Context: an optimization exercise on an open-source flow, tuned for small area, a short achievable clock period and few clock cycles per item. The choices shown serve that exercise and are no tape-out recipe. Function was checked by simulation only, so behaviour that the tests miss may differ from the original. Power and IR drop assume default switching activity.

`design/flow/design.v`:
```
module shay_core (
    input  wire        clk,
    input  wire        rst,
    input  wire        cmd_valid,
    output wire        cmd_ready,
    input  wire [15:0] cmd,
    output wire        rsp_valid,
    input  wire        rsp_ready,
    output wire        rsp_ok,
    output wire [31:0] rsp_data,
    output wire [20:0] status
);
    localparam [1:0] S_IDLE = 2'd0,
                     S_RUN  = 2'd1,
                     S_FOLD = 2'd2,
                     S_PAD  = 2'd3;
    localparam [1:0] M_ACTIVE = 2'd0,
                     M_DONE   = 2'd1,
                     M_ERROR  = 2'd2;
    localparam [1:0] C_ILLEGAL  = 2'd1,
                     C_SEQUENCE = 2'd2,
                     C_TOOLARGE = 2'd3;
    localparam [1:0] R_ZERO = 2'd0,
                     R_WORD = 2'd1,
                     R_HEX  = 2'd2;
    localparam [31:0] IV0 = 32'h243F6A88, IV1 = 32'hB7E15162, IV2 = 32'h6A09E667,
                      IV3 = 32'hBB67AE85, IV4 = 32'h3C6EF372;
    reg [31:0] h0, h1, h2, h3, h4;    
    reg [31:0] a, b, c, d, e;         
    reg [31:0] w [0:15];              
    reg [60:0] lenb;                  
    reg [5:0]  nblk;                  
    reg [1:0]  seq;
    reg [6:0]  rc;                    
    reg        fin;                   
    reg [1:0]  mode;
    reg [1:0]  cause;
    reg [15:0] tval;
    reg        rspv;
    reg        rspok;
    reg [1:0]  rtype;
    reg [3:0]  widx;
    reg [2:0]  nsel;
    wire [5:0] bp = lenb[5:0];        
    wire [2:0] gq = bp[5:3];          
    wire [2:0] gr = bp[2:0];          
    wire busy = (seq != S_IDLE) || rspv;
    assign cmd_ready = !busy && !rst;
    assign rsp_valid = rspv;
    assign rsp_ok    = rspok;
    assign status    = {tval, cause, mode, busy};
    wire [3:0] op   = cmd[15:12];
    wire [3:0] rz   = cmd[11:8];
    wire [7:0] imm8 = cmd[7:0];
    wire is_init   = (rz == 4'd0) && (op == 4'h1) && (imm8 == 8'd0);
    wire is_absorb = (rz == 4'd0) && (op == 4'h2);
    wire is_final  = (rz == 4'd0) && (op == 4'h3) && (imm8 == 8'd0);
    wire is_rdhex  = (rz == 4'd0) && (op == 4'h4) && (imm8 <= 8'd103);
    wire is_rdh    = (rz == 4'd0) && (op == 4'h5) && (imm8 <= 8'd12);
    wire is_legal  = is_init || is_absorb || is_final || is_rdhex || is_rdh;
    wire accept = cmd_valid && cmd_ready;
    wire in_error   = (mode == M_ERROR);
    wire flt_illeg  = !is_legal;
    wire flt_seq    = ((is_absorb || is_final) && (mode == M_DONE)) ||
                      (is_rdhex && (mode == M_ACTIVE));
    wire flt_large  = is_absorb && (&lenb);
    wire fault      = !in_error && (flt_illeg || flt_seq || flt_large);
    wire [1:0] fault_cause = flt_illeg ? C_ILLEGAL : (flt_seq ? C_SEQUENCE : C_TOOLARGE);
    wire do_cmd    = accept && !in_error && !fault;
    wire do_init   = do_cmd && is_init;
    wire do_absorb = do_cmd && is_absorb;
    wire do_final  = do_cmd && is_final;
    wire do_rdhex  = do_cmd && is_rdhex;
    wire do_rdh    = do_cmd && is_rdh;
    reg [31:0] ivk;
    always @(*) begin
        case (widx)
            4'd5:    ivk = 32'hB17217F7;
            4'd6:    ivk = 32'h193EA7AA;
            4'd7:    ivk = 32'h9C041F7E;
            4'd8:    ivk = 32'h9E3779B9;
            4'd9:    ivk = 32'hC5BF891B;
            4'd10:   ivk = 32'hE2DFC48D;
            4'd11:   ivk = 32'h544FA6D4;
            default: ivk = 32'h52C72113;
        endcase
    end
    reg [31:0] hword;
    always @(*) begin
        case (widx)
            4'd0:    hword = h0;
            4'd1:    hword = h1;
            4'd2:    hword = h2;
            4'd3:    hword = h3;
            4'd4:    hword = h4;
            default: hword = ivk << nblk;
        endcase
    end
    wire [3:0] hex_nib  = hword[(7 - nsel) * 4 +: 4];
    wire [7:0] hex_char = (hex_nib <= 4'd9) ? (8'h30 + {4'd0, hex_nib})
                                            : (8'h57 + {4'd0, hex_nib});
    assign rsp_data = (rtype == R_WORD) ? hword :
                      (rtype == R_HEX)  ? {24'd0, hex_char} : 32'd0;
    function [31:0] mix_5_7(input [31:0] n);
        mix_5_7 = {n[26:0], n[31:27]} | (n >> 7) | (n << 7);
    endfunction
    function [31:0] mix_30_2(input [31:0] n);
        mix_30_2 = {n[1:0], n[31:2]} | (n >> 2) | (n << 2);
    endfunction
    function [31:0] mix_1_3(input [31:0] n);
        mix_1_3 = {n[30:0], n[31]} | (n >> 3) | (n << 3);
    endfunction
    wire ph1 = (rc < 7'd40);
    wire ph2 = !ph1 && (rc < 7'd80);
    function [31:0] fsel(input p1, input p2, input [31:0] x, input [31:0] y, input [31:0] z);
        fsel = p1 ? ((x & y) | (~x & z)) :
               p2 ? (x ^ y ^ z) :
                    ((x & y) | (x & z) | (y & z));
    endfunction
    wire [31:0] kbase = ph1 ? 32'h5A827999 : (ph2 ? 32'h6ED9EBA1 : 32'h8F1BBCDC);
    wire [31:0] k0 = kbase + {24'd0, rc, 1'b0};
    wire [31:0] k1 = kbase + {24'd0, rc, 1'b1};
    wire [31:0] mb  = mix_30_2(b);
    wire [31:0] t0  = mix_5_7(a) + fsel(ph1, ph2, b, c, d) + e + k0 + w[0];
    wire [31:0] f1  = fsel(ph1, ph2, a, mb, c);
    wire [31:0] s1  = f1 ^ d ^ k1;
    wire [31:0] c1  = ((f1 & d) | (f1 & k1) | (d & k1)) << 1;
    wire [31:0] s2  = s1 ^ c1 ^ w[1];
    wire [31:0] c2  = ((s1 & c1) | (s1 & w[1]) | (c1 & w[1])) << 1;
    wire [31:0] m0  = mix_5_7(t0);
    wire [31:0] s3  = s2 ^ c2 ^ m0;
    wire [31:0] c3  = ((s2 & c2) | (s2 & m0) | (c2 & m0)) << 1;
    wire [31:0] t1  = s3 + c3;
    wire [31:0] wn0 = mix_1_3(w[13] ^ w[8] ^ w[2] ^ w[0]);
    wire [31:0] wn1 = mix_1_3(w[14] ^ w[9] ^ w[3] ^ w[1]);
    wire win_shift = (seq == S_RUN) || (seq == S_PAD) ||
                     ((do_absorb || do_final) && (gr == 3'd0));
    integer i;
    genvar g;
    always @(posedge clk) begin
        if (win_shift)
            for (i = 0; i < 14; i = i + 1)
                w[i] <= w[i + 2];
    end
    wire [63:0] len  = {lenb, 3'b000};
    wire [63:0] tail = {w[14], w[15]};
    reg  [63:0] tail_n;
    integer p;
    always @(*) begin
        tail_n = tail;
        if (seq == S_RUN)
            tail_n = {wn0, wn1};
        else if (seq == S_PAD)
            tail_n = (rc[2:0] == 3'd7) ? len : 64'd0;
        else if (do_absorb) begin
            for (p = 0; p < 8; p = p + 1)
                if (gr == p) tail_n[63 - 8 * p -: 8] = imm8;
        end else if (do_final) begin
            for (p = 0; p < 8; p = p + 1)
                if (gr == p)     tail_n[63 - 8 * p -: 8] = 8'h80;
                else if (p > gr) tail_n[63 - 8 * p -: 8] = 8'h00;
        end
    end
    always @(posedge clk) begin
        w[14] <= tail_n[63:32];
        w[15] <= tail_n[31:0];
    end
    always @(posedge clk) begin
        if (rst) begin
            h0 <= IV0; h1 <= IV1; h2 <= IV2; h3 <= IV3; h4 <= IV4;
            a  <= IV0; b  <= IV1; c  <= IV2; d  <= IV3; e  <= IV4;
            lenb  <= 61'd0;
            nblk  <= 6'd0;
            seq   <= S_IDLE;
            rc    <= 7'd0;
            fin   <= 1'b0;
            mode  <= M_ACTIVE;
            cause <= 2'd0;
            tval  <= 16'd0;
            rspv  <= 1'b0;
            rspok <= 1'b0;
            rtype <= R_ZERO;
            widx  <= 4'd0;
            nsel  <= 3'd0;
        end else begin
            if (rspv && rsp_ready)
                rspv <= 1'b0;
            if (accept) begin
                rspv  <= 1'b1;
                rspok <= do_cmd;
                rtype <= do_rdh ? R_WORD : (do_rdhex ? R_HEX : R_ZERO);
                widx  <= is_rdhex ? {1'b0, imm8[6:3]} : imm8[3:0];
                nsel  <= imm8[2:0];
                if (fault) begin
                    mode  <= M_ERROR;
                    cause <= fault_cause;
                    tval  <= cmd;
                end
                if (do_init) begin
                    h0 <= IV0; h1 <= IV1; h2 <= IV2; h3 <= IV3; h4 <= IV4;
                    a  <= IV0; b  <= IV1; c  <= IV2; d  <= IV3; e  <= IV4;
                    lenb <= 61'd0;
                    nblk <= 6'd0;
                    mode <= M_ACTIVE;
                end
                if (do_absorb) begin
                    lenb <= lenb + 61'd1;
                    if (bp == 6'd63) begin
                        seq <= S_RUN;
                        rc  <= 7'd0;
                    end
                end
                if (do_final) begin
                    mode <= M_DONE;
                    if (gq == 3'd7) begin
                        seq <= S_RUN;
                        rc  <= 7'd0;
                        fin <= 1'b1;
                    end else begin
                        seq <= S_PAD;
                        rc  <= {4'd0, gq + 3'd1};
                        fin <= 1'b0;
                    end
                end
            end
            case (seq)
                S_RUN: begin
                    a <= t1;
                    b <= t0;
                    c <= mix_30_2(a);
                    d <= mb;
                    e <= c;
                    if (rc == 7'd119)
                        seq <= S_FOLD;
                    rc <= rc + 7'd1;
                end
                S_FOLD: begin
                    h0 <= h0 + a; h1 <= h1 + b; h2 <= h2 + c; h3 <= h3 + d; h4 <= h4 + e;
                    a  <= h0 + a; b  <= h1 + b; c  <= h2 + c; d  <= h3 + d; e  <= h4 + e;
                    if (!nblk[5])
                        nblk <= nblk + 6'd1;
                    if (fin) begin
                        seq <= S_PAD;
                        rc  <= 7'd0;
                        fin <= 1'b0;
                    end else begin
                        seq <= S_IDLE;
                    end
                end
                S_PAD: begin
                    if (rc[2:0] == 3'd7) begin
                        seq <= S_RUN;
                        rc  <= 7'd0;
                    end else begin
                        rc <= rc + 7'd1;
                    end
                end
                default: ;
            endcase
        end
    end
endmodule
```
`design/flow/run.sh`:
```
#!/bin/bash
# synth_recipe.tcl (not shown) runs the flow's synth.tcl, then flattens the netlist and writes it again
# the make line also repeats each setting of config.mk as NAME=value (left out here)
make -C /OpenROAD-flow-scripts/flow DESIGN_CONFIG=/design/flow/config.mk WORK_HOME=/design/flow/orfs CLKGATE_MAP_FILE= SYNTH_SCRIPT=/design/flow/synth_recipe.tcl finish
```
`design/flow/config.mk`:
```
export PLATFORM = sky130hd
export DESIGN_NAME = shay_core
export DESIGN_NICKNAME = shay_core
export VERILOG_FILES = /design/flow/design.v
export SDC_FILE = /design/flow/constraint.sdc
export NUM_CORES = 4
export LEC_CHECK = 0
export CAP_MARGIN = 20
export CORE_MARGIN = 2
export CORE_UTILIZATION = 30
export SLEW_MARGIN = 20
```
`design/flow/constraint.sdc`:
```
create_clock -name core_clock -period 15.0 [get_ports {clk}]
set_input_delay 3.0000 -clock core_clock [delete_from_list [all_inputs] [get_ports {clk}]]
set_output_delay 3.0000 -clock core_clock [all_outputs]
set_load 0.01 [all_outputs]
```
==> impl_metrics.ini <==
[power]
pwr_cell_area_nw_per_um2 = 83.5
worst_ir_drop_vdd_mv = 0.0911
power.static_leakage_nw = 24.9

[timing]
max_clock_freq_ghz = 0.0893
finalCriticalPeriod_ns = 11.20
rsz_0062_raised_after_global_routing = false
slew_viol_final = 0
worst_slew_pin_slew_ns = 1.21
slew_headroom = 0.192
min_period_over_period = 0.747
worst_slack_setup_final_ns = 3.80
finalSetupViolations = 0
worst_setup_skew_after_layout_ns = 0.0496
tns_ns = 0
timing_hold_violations_final = 0

[synth]
synth-edff-count = 512
post_synth.cell_area_avg_um2 = 9.53
ys_seq_elements = 940
synthesis.instances = 6311
postSynth.topFlopCell = edfxtp_1
yosys.cell_types.count = 115
synth.yosys.seq_area_share = 0.398
synth_top_cell_area_share = 0.256
synth.cell_area_um2 = 60100
synth_area_leaders = edfxtp_1 (26%), dfxtp_1 (14%), fa_1 (8.1%), ha_1 (5.8%), xnor2_1 (4.9%)
async_set_or_reset_register_ratio_after_synthesis = 0
yosysWarnings = 2
yosys.area.top_type = edfxtp_1

[run]
drv.max_cap_violation_count = 0

[floorplan]
core-area_um2 = 199000
die-height_um = 452
floorplan.rows = 164
io_pins = 76
start_util = 0.301
dieArea_um2 = 204000
fp.dieW_um = 452

[drt]
drt-vias-per-instance = 5.63
drc = 0
drt_iter0_drc = 6993
wl_per_cell_um = 25.5
wl_um = 230000
drt_first_pass_iters = 9
route.antenna.remaining_nets = 0
via_count = 50800

[global_routing]
number_of_antenna_violations_at_the_first_check_in_global_routing = 5
total_global_routing_overflow = 0
grt_first_pass_wirelength_um = 332000
first_global_vias = 47900
grt_use_total = 0.219
maximum_number_of_pins_on_one_net_before_global_route_repair = 211

[setup_path]
crit_path_start_kind = register
cpLargestDelayFamily = compound AO/OA/AOI/OAI gates
critical_path.most_common_cell = fa_1
timing.critical_path.fanout_max = 54
worst_path_max_delay_cell = dfxtp_1
setup.worst_path.end_class = register
cp_max_stage_delay_ns = 0.59
setup.worst_path.class = reg -> reg
arrival_ns = 11.88
timing.critical_path.required_ns = 15.68
worst-path-buf-inv = 7

[clocking]
postCtsSetupRepairBufs = 0
cts_resized = 0
cts_hold_repair.buffers = 0
htree_depth = 3
numCtsBuffers = 102
clk_pin_slew_worst_paths_ns = 0.07
tritoncts_clock_tree = built
clock-sinks = 940
cts_max_path_buffers = 3
clockRootBuffer = clkbuf_16
insertion_delay_ns = 0.76

[worst_hold_path]
worstHoldPathType = reg -> reg

[finish]
layout.cells.most_common = nand2_1
drive_gt1_frac = 0.0583
fin_area_um2 = 67100
layout-area-overhead-vs-synth_pct = 11.7
commonest_cells_after_routing_fill_and_taps_aside = nand2_1 (688), nor2_1 (514), edfxtp_1 (512)
nNetsFinal = 6819

[run_status]
status = timing/DRC/antenna clean

[placed_design]
portBuffers = 75
placement.setup.worst_slack_ns = 3.94
post_dp_cell_area_um2 = 63700
post-dp-hpwl_um = 174000
gpl.final_weighted_congestion = 0.980
==> routing by layer <==
metal / track usage / part of all wire / up-vias
met5: 0 / 0.00010 / -
met4: 0.0967 / 0.052 / 4
met3: 0.0495 / 0.10 / 547
met2: 0.321 / 0.42 / 2718
met1: 0.306 / 0.43 / 24900
li1: - / - / 22600
==> Yosys cell counts (113+ instances only) <==
cell,number
nand2_1,692
nor2_1,517
edfxtp_1,512
a21oi_1,459
dfxtp_1,428
inv_1,415
xnor2_1,339
o21ai_0,316
ha_1,279
fa_1,242
clkbuf_1,213
nand3_1,161
a21o_1,126
xor2_1,123
a22oi_1,113
==> through the flow <==
step	power, W	std cells	hold slack [ns]	utilization
floorplan	0.00295	6312	0.400	-
global placement	0.00309	8827	0.400	0.319
detailed placement	0.00309	8828	0.405	0.320
CTS	0.00564	9018	0.411	0.336
global route	0.00575	9020	0.416	0.337
finish	0.00561	9022	0.410	0.337
==> report_power, final <==
part | leakage [nW] | switching (W) | internal (W)
Clock | 1.64 | 0.00113 | 0.00144
Combinational | 15.2 | 0.000241 | 0.000102
Sequential | 8.04 | 0.0000122 | 0.00269
==> worst reg2reg max path, delay by kind of cell (launching register included) <==
family | cells | cell delay [ns]
buffers and inverters | 7 | 1.31
adders and majority gates | 7 | 2.94
and+or+nand+nor | 4 | 1.04
DFF | 1 | 0.59
xor gates and xnor gates | 2 | 0.43
AOI/OAI and AO/OA | 18 | 4.84
==> kinds of logic (layout without fill, tap and decap cells) <==
group	Yosys count	after routing	share of synthesized area
fa+ha+maj	521	521	0.139
xor+xnor	462	462	0.0673
flops	940	940	0.398
other cells	2	5	0.000125
mux	62	62	0.0117
simple gates	1856	1856	0.143
compound gates	1735	1735	0.191
buf+inv	733	785	0.0495
==> cell type report <==
cell class / count / area (um2)
fillers: 20300 / 132000
multi-input cells: 4639 / 33400
flip-flops and latches: 940 / 24000
well taps: 2656 / 3320
clock buffers: 128 / 2720
inverters: 422 / 1590
repair buffers: 173 / 1540
clock inverters: 62 / 656
diodes: 2 / 5.00
==> sequential cells by signal (all words and copies together) (netlist names), 2 cells and up <==
register and flops:
h4 32, lenb 61, b 32, w 512, rtype 2, e 32
mode 2, h2 32, tval 16, seq 2, nblk 6, h1 32
d 32, c 32, cause 2, rc 7, h3 32, h0 32
a 32, nsel 3, widx 4
==> final timing paths <==
kind	from	endpoint	slack (ns)	cells past startpoint
worst max register to register	rc[4]$_SDFF_PP0_	a[31]$_SDFFE_PP0P_	3.80	38
worst min register to register	w[4][25]$_DFFE_PP_	w[2][25]$_DFFE_PP_	0.41	0
worst min-delay path	w[4][25]$_DFFE_PP_	w[2][25]$_DFFE_PP_	0.41	0
worst max-delay path	rc[4]$_SDFF_PP0_	a[31]$_SDFFE_PP0P_	3.80	38
Testbench counts, summed over its fixed seeds: cycles 60,258, bytes 13,260.

-- port drivers added, routing unchanged --
How much do the figures lean on ideal ports? The routed layout below was timed once more, with nothing changed but the port constraints. Step 1 assumes that a clkbuf_16 drives the clock port and a buf_2 every other input. Step 2 moves the port delays by t, midway between the first and last clock arrival at a register: inputs arrive t later, outputs are due t later. That takes back most of the time a late clock gives input paths. Three values: no drivers, after step 1, after step 2; two values: the first two.
t (ns): 0.816
setup WS [ns]: 3.800 / 3.800 / 3.800
worst setup path after step 2: register to register
pins driven straight from the clock port: 1
After both steps this run still meets setup and hold. For this run, drivers alone change the setup slack by 0.000 ns; drivers and shift together by 0.000 ns.
